Context: an optimization exercise on an open-source flow, tuned for small area, a short achievable clock period and few clock cycles. The choices shown serve that exercise and are no tape-out recipe.

==> trial 49: inputs <==
Design zedmd_scaler, start of the top module:
module zedmd_scaler (
    input  wire        clk,
    input  wire        rst,
    input  wire        start,
    input  wire [15:0] cfg_lw,
    input  wire [15:0] cfg_lh,
    input  wire [15:0] cfg_nw,
    input  wire [15:0] cfg_nh,
    input  wire        cfg_aus,
    input  wire        cfg_ads,
    input  wire        cfg_rgb,
    output wire        busy,
    output wire        done,
    output reg  [2:0]  mode,
    output reg         geom_err,
    output wire        rd_req,
    output reg  [13:0] rd_addr,
    input  wire        rd_ready,
    input  wire [23:0] rd_data,
    output wire        wr_en,
    output wire [13:0] wr_addr,
    output reg  [23:0] wr_data,
    input  wire        wr_ready
);
    localparam P_ZTOP = 4'd0;    
    localparam P_SPAN = 4'd1;    
    localparam P_GAP  = 4'd2;    
    localparam P_GAPL = 4'd3;    
    localparam P_BOT  = 4'd4;    
    localparam P_MT   = 4'd5;    
    localparam P_MB   = 4'd6;    
    localparam P_G    = 4'd7;    
    localparam P_GE   = 4'd8;    
    localparam P_PRE1 = 4'd9;    
    localparam P_PRE2 = 4'd10;   
    localparam P_PRE3 = 4'd11;   
    localparam P_FIN  = 4'd12;
    localparam O_NOP = 4'd0;
  ...
==> flow/config.mk <==
export PLATFORM = sky130hd
export DESIGN_NAME = zedmd_scaler
export DESIGN_NICKNAME = zedmd_scaler
export VERILOG_FILES = /design/flow/design.v
export SDC_FILE = /design/flow/constraint.sdc
export NUM_CORES = 4
export LEC_CHECK = 0
export CAP_MARGIN = 20
export CORE_MARGIN = 2
export CORE_UTILIZATION = 40
export PLACE_DENSITY = 0.6
export SETUP_SLACK_MARGIN = 5
export SLEW_MARGIN = 20
==> flow/constraint.sdc <==
create_clock -name core_clock -period 9.5 [get_ports {clk}]
set_input_delay 1.9000 -clock core_clock [delete_from_list [all_inputs] [get_ports {clk}]]
set_output_delay 1.9000 -clock core_clock [all_outputs]
set_load 0.01 [all_outputs]
run.sh (not shown) runs the stock make flow with config.mk's settings and CLKGATE_MAP_FILE= SYNTH_SCRIPT=/design/flow/synth_recipe.tcl, a recipe that flattens the netlist after the stock synthesis.
==> build 2 (differences from trial 49) <==
--- a/flow/design.v
+++ b/flow/design.v
@@ -140,64 +140,102 @@
     localparam T_B  = 3'd3;      
     localparam T_D  = 3'd4;      
     localparam T_H  = 3'd5;      
     localparam T_Q  = 3'd6;      
     function [13:0] f_inc(input [13:0] a);
         integer i;
+        reg c;
         begin
-            for (i = 0; i < 14; i = i + 1)
-                f_inc[i] = a[i] ^ ((a & ((14'd1 << i) - 14'd1)) == ((14'd1 << i) - 14'd1));
+            c = 1'b1;
+            for (i = 0; i < 14; i = i + 1) begin
+                f_inc[i] = a[i] ^ c;
+                c = c & a[i];
+            end
         end
     endfunction
     function [13:0] f_dec(input [13:0] a);
         integer i;
+        reg b;
+        begin
+            b = 1'b1;
+            for (i = 0; i < 14; i = i + 1) begin
+                f_dec[i] = a[i] ^ b;
+                b = b & !a[i];
+            end
+        end
+    endfunction
+    function [13:0] f_add(input [13:0] a, input [13:0] b);
+        integer i;
+        reg c;
         begin
+            c = 1'b0;
+            for (i = 0; i < 14; i = i + 1) begin
+                f_add[i] = a[i] ^ b[i] ^ c;
+                c = (a[i] & b[i]) | (c & (a[i] ^ b[i]));
+            end
+        end
+    endfunction
+    function [17:0] f_sub(input [17:0] a, input [17:0] b);
+        integer i;
+        reg c;
+        begin
+            c = 1'b1;
+            for (i = 0; i < 18; i = i + 1) begin
+                f_sub[i] = a[i] ^ !b[i] ^ c;
+                c = (a[i] & !b[i]) | (c & (a[i] ^ !b[i]));
+            end
+        end
+    endfunction
+    function f_gt(input [13:0] a, input [13:0] b);
+        integer i;
+        reg g;
+        begin
+            g = 1'b0;
             for (i = 0; i < 14; i = i + 1)
-                f_dec[i] = a[i] ^ ((a & ((14'd1 << i) - 14'd1)) == 14'd0);
+                g = (a[i] & !b[i]) | (!(a[i] ^ b[i]) & g);
+            f_gt = g;
         end
     endfunction
-    reg s_idle, s_init, s_run, s_done;
-    reg [15:0] cw, ch;
-    reg [14:0] nw, nh;
-    reg        rgb;
+    reg s_idle, s_init1, s_init2, s_run, s_done;
+    reg [14:0] lw, lh, nw, nh;
+    reg        aus, ads, rgb;
     reg        half, dbl;
     wire [2:0] sel_mode;
     wire [5:0] sel_xoff;
     wire [4:0] sel_yoff;
     wire       sel_geom_ok;
     zedmd_mode_sel u_mode_sel (
-        .aus(cfg_aus), .ads(cfg_ads),
-        .lw(cfg_lw), .lh(cfg_lh), .nw(cfg_nw), .nh(cfg_nh),
+        .aus(aus), .ads(ads),
+        .lw({1'b0, lw}), .lh({1'b0, lh}), .nw({1'b0, nw}), .nh({1'b0, nh}),
         .mode(sel_mode), .xoff(sel_xoff), .yoff(sel_yoff),
         .geom_ok(sel_geom_ok)
     );
-    wire sel_half = (sel_mode == 3'd2) || (sel_mode == 3'd5);
-    wire sel_dbl  = (sel_mode == 3'd4) || (sel_mode == 3'd6);
     wire m1 = (mode == 3'd1);
     wire m2 = (mode == 3'd2);
     wire m3 = (mode == 3'd3);
     wire m4 = (mode == 3'd4);
     wire m7 = (mode == 3'd7);
     wire [5:0] xoff = m1 ? 6'd32 : m2 ? 6'd16 : 6'd0;
-    wire [14:0] units = dbl ? cw[15:1] : cw[14:0];       
-    wire [14:0] rows  = dbl ? ch[15:1] : ch[14:0];       
-    wire [13:0] lw14  = half ? {cw[12:0], 1'b0} : cw[14:1];    
-    wire [17:0] gap_w = {3'b0, nw} - {2'b0, cw};         
-    wire [17:0] hgt_w = {3'b0, nh} - {2'b0, ch};         
+    wire [14:0] units = half ? {1'b0, lw[14:1]} : lw;    
+    wire [14:0] rows  = half ? {1'b0, lh[14:1]} : lh;    
+    wire [16:0] cwn   = half ? {3'b0, lw[14:1]} : dbl ? {1'b0, lw, 1'b0} : {2'b0, lw};
+    wire [16:0] chn   = half ? {3'b0, lh[14:1]} : dbl ? {1'b0, lh, 1'b0} : {2'b0, lh};
+    wire [17:0] gap_w = f_sub({3'b0, nw}, {1'b0, cwn});        
+    wire [17:0] hgt_w = f_sub({3'b0, nh}, {1'b0, chn});        
     wire        w_ok  = !gap_w[17] && (!m2 || gap_w[16:4] != 13'd0);
     wire        h_ok  = !hgt_w[17];
     wire        geom_ok = m7 ? (gap_w == 18'd0 && hgt_w == 18'd0) : (w_ok && h_ok);
-    wire [7:0]  bmarg_w = m3 ? 8'd8 : m4 ? 8'd16 : hgt_w[7:0];    
+    wire [13:0] bmarg = m3 ? 14'd8 : m4 ? 14'd16 : hgt_w[13:0];    
     wire [13:0] top_len = m4 ? {nw[9:0], 4'd0}
                         : m3 ? {nw[10:0], 3'd0}
                         : (rows != 15'd0) ? {8'd0, xoff} : 14'd0;
-    reg  [13:0] gap;
-    reg  [7:0]  bmarg;
-    reg         gap_zero, gapl_zero, bm_zero;
+    wire        gap_zero = (gap_w[13:0] == 14'd0);
+    wire        gapl_zero = (gap_w[13:0] == {8'd0, xoff});
+    wire        bm_zero  = (bmarg == 14'd0);
     wire accept = (s_idle || s_done) && start;
-    assign busy = s_init || s_run;
+    assign busy = s_init1 || s_init2 || s_run;
     assign done = s_done;
     wire fire = s_run && rd_ready && wr_ready;
     reg [3:0]  ph;
     reg [1:0]  sub;
     reg [13:0] cnt;       
     reg [13:0] rcnt;      
@@ -245,30 +283,30 @@
     reg [13:0] cnt_n, rcnt_n, p0_n, p1_n, p2_n;
     reg        pp_n, frow_n, y0_n;
     always @(*) begin
         ph_n = ph; sub_n = sub; cnt_n = cnt; rcnt_n = rcnt;
         p0_n = p0; p1_n = p1; p2_n = p2;
         pp_n = pp; frow_n = frow; y0_n = y0;
-        if (s_init) begin
+        if (s_init2) begin
             sub_n  = 2'd0;
             p0_n   = 14'd0;
             p1_n   = 14'd0;
-            p2_n   = (rows == 15'd1) ? 14'd0 : lw14;
+            p2_n   = (rows == 15'd1) ? 14'd0 : lw[13:0];
             pp_n   = 1'b0;
             frow_n = 1'b1;
             y0_n   = 1'b1;
             rcnt_n = rows[13:0];
             if (!geom_ok)
                 ph_n = P_FIN;
             else if (top_len != 14'd0) begin
                 ph_n  = P_ZTOP;
                 cnt_n = top_len;
             end else if (rows == 15'd0) begin
                 ph_n   = P_BOT;          
                 cnt_n  = nw[13:0];
-                rcnt_n = {6'd0, bmarg_w};
+                rcnt_n = bmarg;
             end else begin
                 ph_n  = dbl ? P_G : P_SPAN;
                 cnt_n = units[13:0];
             end
         end else begin
             case (ph)
@@ -288,13 +326,13 @@
                 end
                 P_GAPL: begin
                     cnt_n = cnt_dec;
                     if (cnt == (m1 ? 14'd33 : m2 ? 14'd17 : 14'd1)) begin
                         ph_n   = bm_zero ? P_FIN : P_BOT;
                         cnt_n  = nw[13:0];
-                        rcnt_n = {6'd0, bmarg};
+                        rcnt_n = bmarg;
                     end
                 end
                 P_BOT: begin
                     cnt_n = cnt_dec;
                     if (c_last) begin
                         cnt_n  = nw[13:0];
@@ -303,13 +341,13 @@
                     end
                 end
                 P_MT: begin
                     cnt_n = cnt_dec;
                     if (c_last) begin
                         ph_n  = P_MB;
-                        cnt_n = gap;
+                        cnt_n = gap_w[13:0];
                     end
                 end
                 P_MB: begin
                     cnt_n = cnt_dec;
                     if (c_last) ph_n = r_more ? P_G : P_GE;
                 end
@@ -325,13 +363,13 @@
                         if (rcnt == 14'd2) p2_n = inc;
                     end
                 end
                 P_GE: begin
                     ph_n   = bm_zero ? P_FIN : P_BOT;
                     cnt_n  = nw[13:0];
-                    rcnt_n = {6'd0, bmarg};
+                    rcnt_n = bmarg;
                 end
                 P_PRE1: begin
                     if (c_more) p1_n = inc;
                     ph_n = P_PRE2;
                 end
                 P_PRE2: begin
@@ -352,24 +390,24 @@
                             2'd2: if (!c_last) p0_n = inc;
                             default: begin
                                 if (cnt[13:2] != 12'd0) p1_n = inc;    
                                 if (c_last) begin
                                     if (!gap_zero) begin
                                         ph_n  = P_MT;
-                                        cnt_n = gap;
+                                        cnt_n = gap_w[13:0];
                                     end else
                                         ph_n = r_more ? P_G : P_GE;
                                 end else
                                     cnt_n = cnt_dec;
                             end
                         endcase
                     end else begin
                         if (half) begin
                             sub_n = sub + 2'd1;
                             case (sub)
-                                2'd0: begin p0_n = inc; p1_n = p0 + lw14; end
+                                2'd0: begin p0_n = inc; p1_n = f_add(p0, lw[13:0]); end
                                 2'd1: p1_n = inc;
                                 2'd2: p0_n = inc;
                                 default: if (c_last) p0_n = inc;    
                             endcase
                         end else begin
                             p0_n = inc;
@@ -379,21 +417,21 @@
                             if (c_last) begin
                                 cnt_n = units[13:0];
                                 if (r_more) begin
                                     rcnt_n = rcnt_dec;
                                     if (!gap_zero) begin
                                         ph_n  = P_GAP;
-                                        cnt_n = gap;
+                                        cnt_n = gap_w[13:0];
                                     end
                                 end else if (!gapl_zero) begin
                                     ph_n  = P_GAPL;
-                                    cnt_n = gap;
+                                    cnt_n = gap_w[13:0];
                                 end else begin
                                     ph_n   = bm_zero ? P_FIN : P_BOT;
                                     cnt_n  = nw[13:0];
-                                    rcnt_n = {6'd0, bmarg};
+                                    rcnt_n = bmarg;
                                 end
                             end else
                                 cnt_n = cnt_dec;
                         end
                     end
                 end
@@ -436,63 +474,65 @@
                     rtag_n = pp_n ? T_F : T_E;
                 end
             end
             default: ;
         endcase
     end
-    wire hs_left = (cnt > (m2 ? 14'd48 : 14'd64));
-    wire hs_top  = (rcnt > ch[14:1]);
+    wire hs_left = f_gt(cnt, m2 ? 14'd48 : 14'd64);
+    wire hs_top  = f_gt(rcnt, lh[14:2]);
     reg [3:0] dl1;
     reg       w_en, w_wb, w_zr, w_g, w_rot;
     reg       w_e, w_f, w_tl, w_bl, w_tr, w_br;
     function is_wr(input [3:0] op);
         is_wr = (op != O_NOP) && (op != O_ROT) && (op != O_G);
     endfunction
     always @(posedge clk) begin
         if (rst) begin
             s_idle   <= 1'b1;
-            s_init   <= 1'b0;
+            s_init1  <= 1'b0;
+            s_init2  <= 1'b0;
             s_run    <= 1'b0;
             s_done   <= 1'b0;
             mode     <= 3'd0;
             geom_err <= 1'b0;
         end else begin
             if (accept) begin
-                mode <= sel_mode;
-                half <= sel_half;
-                dbl  <= sel_dbl;
-                cw   <= sel_half ? {1'b0, cfg_lw[15:1]} : sel_dbl ? {cfg_lw[14:0], 1'b0} : cfg_lw;
-                ch   <= sel_half ? {1'b0, cfg_lh[15:1]} : sel_dbl ? {cfg_lh[14:0], 1'b0} : cfg_lh;
-                nw   <= cfg_nw[14:0];
-                nh   <= cfg_nh[14:0];
-                rgb  <= cfg_rgb;
+                lw      <= cfg_lw[14:0];
+                lh      <= cfg_lh[14:0];
+                nw      <= cfg_nw[14:0];
+                nh      <= cfg_nh[14:0];
+                aus     <= cfg_aus;
+                ads     <= cfg_ads;
+                rgb     <= cfg_rgb;
             end
             if (s_idle || s_done) begin
-                s_idle <= !accept;
-                s_done <= 1'b0;
-                s_init <= accept;
-            end
-            if (s_init) begin
-                gap       <= gap_w[13:0];
-                bmarg     <= bmarg_w;
-                gap_zero  <= (gap_w[13:0] == 14'd0);
-                gapl_zero <= (gap_w[13:0] == {8'd0, xoff});
-                bm_zero   <= (bmarg_w == 8'd0);
+                s_idle  <= !accept;
+                s_done  <= 1'b0;
+                s_init1 <= accept;
+            end
+            if (s_init1) begin
+                mode    <= sel_mode;
+                half    <= (sel_mode == 3'd2) || (sel_mode == 3'd5);
+                dbl     <= (sel_mode == 3'd4) || (sel_mode == 3'd6);
+                s_init1 <= 1'b0;
+                s_init2 <= 1'b1;
+            end
+            if (s_init2) begin
                 geom_err <= !geom_ok;
-                s_init   <= 1'b0;
+                s_init2  <= 1'b0;
                 s_run    <= geom_ok;
                 s_done   <= !geom_ok;
             end
             if (fire && ph == P_FIN && !is_wr(dl1)) begin
                 s_run  <= 1'b0;
                 s_done <= 1'b1;
             end
         end
     end
     always @(posedge clk) begin
-        if (s_init || fire) begin
+        if (s_init2 || fire) begin
             ph   <= ph_n;
             sub  <= sub_n;
             cnt  <= cnt_n;
             rcnt <= rcnt_n;
             p0   <= p0_n;
             p1   <= p1_n;
@@ -502,21 +542,21 @@
             y0   <= y0_n;
             rs   <= rs_n;
             rtag <= rtag_n;
         end
     end
     always @(posedge clk) begin
-        if (rst || s_init) begin
+        if (rst || s_init2) begin
             rq    <= 1'b0;
             dl1   <= O_NOP;
             w_en  <= 1'b0;
             w_zr  <= 1'b0;
             w_g   <= 1'b0;
             w_rot <= 1'b0;
         end
-        if (s_init && !rst)
+        if (s_init2 && !rst)
             rq <= rq_n;
         if (fire && !rst) begin
             rq    <= rq_n;
             dl1   <= la_op;
             w_en  <= is_wr(dl1);
             w_wb  <= (dl1 == O_ZB) || (dl1 == O_BL) || (dl1 == O_BR);
@@ -605,19 +645,19 @@
     wire sel_e = w_e || (w_tl && !csel[0]) || (w_bl && !csel[1])
                      || (w_tr && !csel[2]) || (w_br && !csel[3]);
     always @(*) begin
         wr_data = ({24{sel_d}} & pd) | ({24{sel_e}} & pe) | ({24{sel_f}} & pf);
     end
     always @(posedge clk) begin
-        if (s_init) begin
+        if (s_init2) begin
             wt <= 14'd0;
             wb <= 14'd0;
         end else if (fire) begin
             if (w_g) begin
                 wt <= wb;
-                wb <= wb + nw[13:0];
+                wb <= f_add(wb, nw[13:0]);
             end else if (w_en) begin
                 if (!w_wb || w_zr) wt <= winc;
                 if (w_wb || w_zr)  wb <= winc;
             end
         end
     end
==> build 65 (differences from trial 49) <==
==> flow/flow/run.sh (new file) <==
#!/bin/bash
export BUFFER_PORTS_ARGS="-buffer_cell sky130_fd_sc_hd__buf_4"
bash standard.sh > standard.log 2>&1
==> flow/standard.sh (new file) <==
#!/bin/bash
# synth_recipe.tcl (not shown) runs the flow's synth.tcl, then flattens the netlist and writes it again
# the make line also repeats each setting of config.mk as NAME=value (left out here)
make -C /OpenROAD-flow-scripts/flow DESIGN_CONFIG=/design/flow/config.mk WORK_HOME=/design/flow/orfs CLKGATE_MAP_FILE= SYNTH_SCRIPT=/design/flow/synth_recipe.tcl "${@:-finish}"
removed: flow/run.sh
==> summary of the runs <==
Against trial 49, the die area of build 2 is smaller by about 7%. Critical path depth: build 65 is lower than trial 49 (1). Routed wire length: build 2 < trial 49 < build 65. Flip-flop and latch count: trial 49 is higher than build 2 (24).
No run of this note included a check of the RTL's function; only the layout flow was run.

re-timing with driven ports:
In the flow no input, the clock included, has a driving cell. The finished layouts below were timed again as built, in two steps.
Step 1 (the two cells are an assumption about what drives the block):
set clk [get_ports {clk}]
set_driving_cell -lib_cell sky130_fd_sc_hd__clkbuf_16 $clk
set_driving_cell -lib_cell sky130_fd_sc_hd__buf_2 [delete_from_list [all_inputs] $clk]
Step 2 also shifts input and output timing later by t, the mid clock arrival at the registers, as if the neighbouring blocks saw the same clock.
a / b / c = ideal ports / drivers / drivers and shift; a / b = the first two.
| run | t (ns) | setup slack, ns | worst hold slack (ns) | slew at the worst register clock pin (ns) |
|---|---|---|---|---|
| trial 49 | 0.639 | 4.762 / 4.762 / 4.293 | 0.338 / 0.338 / 0.338 | 0.07 / 0.07 |
| build 2 | 0.645 | 0.483 / 0.483 / 0.483 | 0.342 / 0.342 / 0.342 | 0.06 / 0.06 |
| build 65 | 0.641 | 4.566 / 4.566 / 4.318 | 0.343 / 0.343 / 0.343 | 0.07 / 0.07 |
After both steps setup and hold are still met in every run listed. For trial 49, which loses most, drivers alone change the setup slack by 0.000 ns; drivers and shift together by -0.469 ns.
